Source: an optimization exercise on an open RTL-to-GDS flow (aim: small area, a short achievable clock period and few clock cycles per item). Production flows keep margins and buffers that such runs may drop.
In this exercise RTL edits were held to simulation tests only and were not proved equivalent to the original.
Power and IR drop assume default switching activity.

## wiegand_26_parity_unit
module wiegand_26_parity_unit (
    input  wire         clk,
    input  wire         rst,
    input  wire         req_valid,
    output wire         req_ready,
    input  wire [28:0]  req_iw,
    input  wire [4:0]   req_txt_len,
    input  wire [247:0] req_txt,
    output wire         resp_valid,
    input  wire         resp_ready,
    output wire [2:0]   resp_status,
    output wire [25:0]  resp_res,
    output wire [1:0]   resp_warn,
    output wire [207:0] resp_bin_txt,
    output wire [47:0]  resp_hex_txt
);
export LEC_CHECK = 0
export CAP_MARGIN = 20
export CORE_MARGIN = 2
export CORE_UTILIZATION = 35
export SETUP_SLACK_MARGIN = 2.0
export SLEW_MARGIN = 20
create_clock -name core_clock -period 6.0 [get_ports {clk}]
standard.sh (not shown) runs the stock make flow with config.mk's settings and CLKGATE_MAP_FILE= SYNTH_SCRIPT=/design/flow/synth_recipe.tcl, a recipe that flattens the netlist after the stock synthesis.
==> flow/flow/run.sh <==
#!/bin/bash
# The standard layout (standard.sh), with two changes to how it is made:
# - the port buffers are sky130_fd_sc_hd__buf_2 cells (the resizer may then
#   size them within the buf footprint) instead of the delay buffers that
#   buffer_ports picks by default;
# - synthesis leaves adders to ABC (no ADDER_MAP_FILE), so that they are
#   mapped with the rest of the logic rather than into fa/ha cells.
# make's full output goes to standard_flow.log here; the ORFS step logs are
# under orfs/logs.
set -euo pipefail
export BUFFER_PORTS_ARGS="-buffer_cell sky130_fd_sc_hd__buf_2"
bash standard.sh ADDER_MAP_FILE= finish > standard_flow.log 2>&1
The first run went through all stages and came out clean.
Testbench counts at the start, summed over its fixed seeds: cycles 5,247, items 2,400.
Edit:
--- a/flow/design.v
+++ b/flow/design.v
@@ -122,48 +122,57 @@
         for (i = 0; i < 31; i = i + 1)
             if (in_len[i] && !c_dec[i] && !c_comma[i])
                 dec_chars_ok = 1'b0;
         for (j = 0; j < 3; j = j + 1) begin
             fac_d[4*j +: 4] = 4'd0;
             for (i = 0; i + j + 1 < 31; i = i + 1)
                 fac_d[4*j +: 4] = fac_d[4*j +: 4] | ({4{c_comma[i+j+1]}} & c_vals[4*i +: 4]);
         end
     end
-    wire dec_ok1 = dec_chars_ok && (|c_comma) && !c_comma[0];
     wire [19:0] card_raw;   
     digit_pick #(.N(5)) u_pick_card (
         .v   (c_vals),
         .sel (len),
         .o   (card_raw)
     );
+    reg [19:0] card_d;
+    reg        seen_c;
+    always @(*) begin
+        seen_c = 1'b0;
+        for (j = 0; j < 5; j = j + 1) begin
+            seen_c = seen_c | (card_raw[4*j +: 4] == 4'hC);
+            card_d[4*j +: 4] = seen_c ? 4'd0 : card_raw[4*j +: 4];
+        end
+    end
+    wire dec_ok1 = dec_chars_ok && (|c_comma) && !c_comma[0] &&
+                   (card_raw[3:0] != 4'hC);    
     wire cp_even, cp_odd;
     wiegand_parity u_parity_cp (
         .payload (arg[23:0]),
         .even    (cp_even),
         .odd     (cp_odd)
     );
     reg [2:0]  st_n;
     reg [25:0] res_n;
     reg [1:0]  w_n;
-    reg [7:0]  x_n;
+    reg [35:0] x_n;
     reg        ok_n;
     always @(*) begin
         w_n = 2'd0;
-        x_n = 8'd0;
+        x_n = {dec_ok1, cm_two, fac_hi, card_hi, fac_d, card_d};
         case (op)
             OP_FROM_BIN24: res_n = {1'b0, pl_b24, 1'b0};
             OP_FROM_BIN26: begin
                 res_n = {1'b0, pl_b26, 1'b0};
                 w_n   = {req_txt[0], req_txt[8*25]};
             end
             OP_FROM_HEX:   res_n = {1'b0, pl_hex, 1'b0};
-            OP_FROM_DEC:   {x_n, w_n, res_n} = {dec_ok1, cm_two, fac_hi, card_hi,
-                                                fac_d, card_raw};
+            OP_FROM_DEC:   res_n = 26'd0;
             OP_RENDER: begin
                 res_n = {2'b00, arg[24:1]};
                 w_n   = {arg[25], arg[0]};
             end
             OP_COMPUTE:    res_n = {24'd0, cp_even, cp_odd};
             default:       res_n = {22'd0, arg[1], arg[0], arg[3] ^ arg[1], arg[2] ^ arg[0]};
         endcase
         if (illegal) begin
             st_n = ST_ILLEGAL;
@@ -175,33 +184,25 @@
             ok_n = 1'b0;
         end else begin
             st_n = ST_OK;
             ok_n = 1'b1;
         end
     end
     reg [2:0]  st_q;
     reg [25:0] res_q;
     reg [1:0]  w_q;
-    reg [7:0]  x_q;
+    reg [35:0] x_q;
     reg        ok_q, rend_q, b26_q, par_q;
-    reg [19:0] kd;
-    reg        seen_c;
-    always @(*) begin
-        seen_c = 1'b0;
-        for (j = 0; j < 5; j = j + 1) begin
-            seen_c = seen_c | (res_q[4*j +: 4] == 4'hC);
-            kd[4*j +: 4] = seen_c ? 4'd0 : res_q[4*j +: 4];
-        end
-    end
-    wire [11:0] fd = {x_q[3:0], w_q, res_q[25:20]};
-    wire dec_ok   = x_q[7] && !x_q[6] && (res_q[3:0] != 4'hC);
-    wire fac_oor  = x_q[5] || (fd > {4'd2, 4'd5, 4'd5});
-    wire card_oor = x_q[4] || (kd > {4'd6, 4'd5, 4'd5, 4'd3, 4'd5});
+    wire [19:0] kd = x_q[19:0];
+    wire [11:0] fd = x_q[31:20];
+    wire dec_ok   = x_q[35] && !x_q[34];
+    wire fac_oor  = x_q[33] || (fd > {4'd2, 4'd5, 4'd5});
+    wire card_oor = x_q[32] || (kd > {4'd6, 4'd5, 4'd5, 4'd3, 4'd5});
     wire [7:0]  fac_bin;
     wire [15:0] card_s, card_c;
     dec_partial u_partial (
         .fd   (fd),
         .kd   (kd),
         .fac  (fac_bin),
         .s    (card_s),
         .c    (card_c)
     );
@@ -228,25 +229,26 @@
             end
         end else if (conv) begin
             conv <= 1'b0;
             rv   <= 1'b1;
         end else if (rv && resp_ready) begin
             full <= 1'b0;
             rv   <= 1'b0;
         end
     end
+    always @(posedge clk)
+        x_q <= x_n;
     always @(posedge clk) begin
         if (!full) begin
             st_q   <= st_n;
             ok_q   <= ok_n;
             res_q  <= res_n;
             w_q    <= w_n;
-            x_q    <= x_n;
             rend_q <= (op == OP_RENDER);
             b26_q  <= (op == OP_FROM_BIN26);
             par_q  <= is_text_op;
         end else if (conv) begin
             if (!dec_ok) begin
                 st_q <= ST_INVALID;
                 ok_q <= 1'b0;
             end else if (fac_oor) begin
                 st_q <= ST_OOR_FAC;
Count of clock-buffer cells in the layout went up by 7.
Power drops by a quarter to a third.
Hold slack got worse by 0.020 ns.
Global-route usage drops by 1.8 points.
Sequential share of layout area rose by 2.6 points.
Cell area came out lower by a few percent.
Synthesized cell count grows slightly.
Via count is lower by a few percent.
Utilization went down by 2.4 points.
Routed wire length increases slightly.
Non-clock buffer count fell by 102.
Setup slack gets worse by 0.073 ns.
Testbench counts after the change, summed over its fixed seeds: cycles 5,247, items 2,400.

-- what the ideal ports hide --
Ports are ideal in the flow. The routed layouts listed here were re-timed in OpenROAD. Step 1, drivers: a clkbuf_16 drives clk and a buf_2 each remaining input, both assumed. Step 2 times the ports against the registers' clock, not the clock port: input delays grow and output delays shrink by t, the midpoint of the rising clock arrivals with the driver on. a / b / c = no drivers / after step 1 / after step 2; a / b = the first two.
| run | t (ns) | setup WS [ns] | worst slew at a driven data input, ns | pins driven straight from the clock port |
|---|---|---|---|---|
| the first run | 0.355 | 1.947 / 1.974 / 1.619 | 0.11 | 1 |
| the second run | 0.397 | 1.874 / 1.896 / 1.499 | 0.10 | 1 |
After both steps every run listed still meets setup and hold. The setup slack of the second run, which loses most, moves by +0.022 ns with the drivers and by -0.375 ns with both steps.
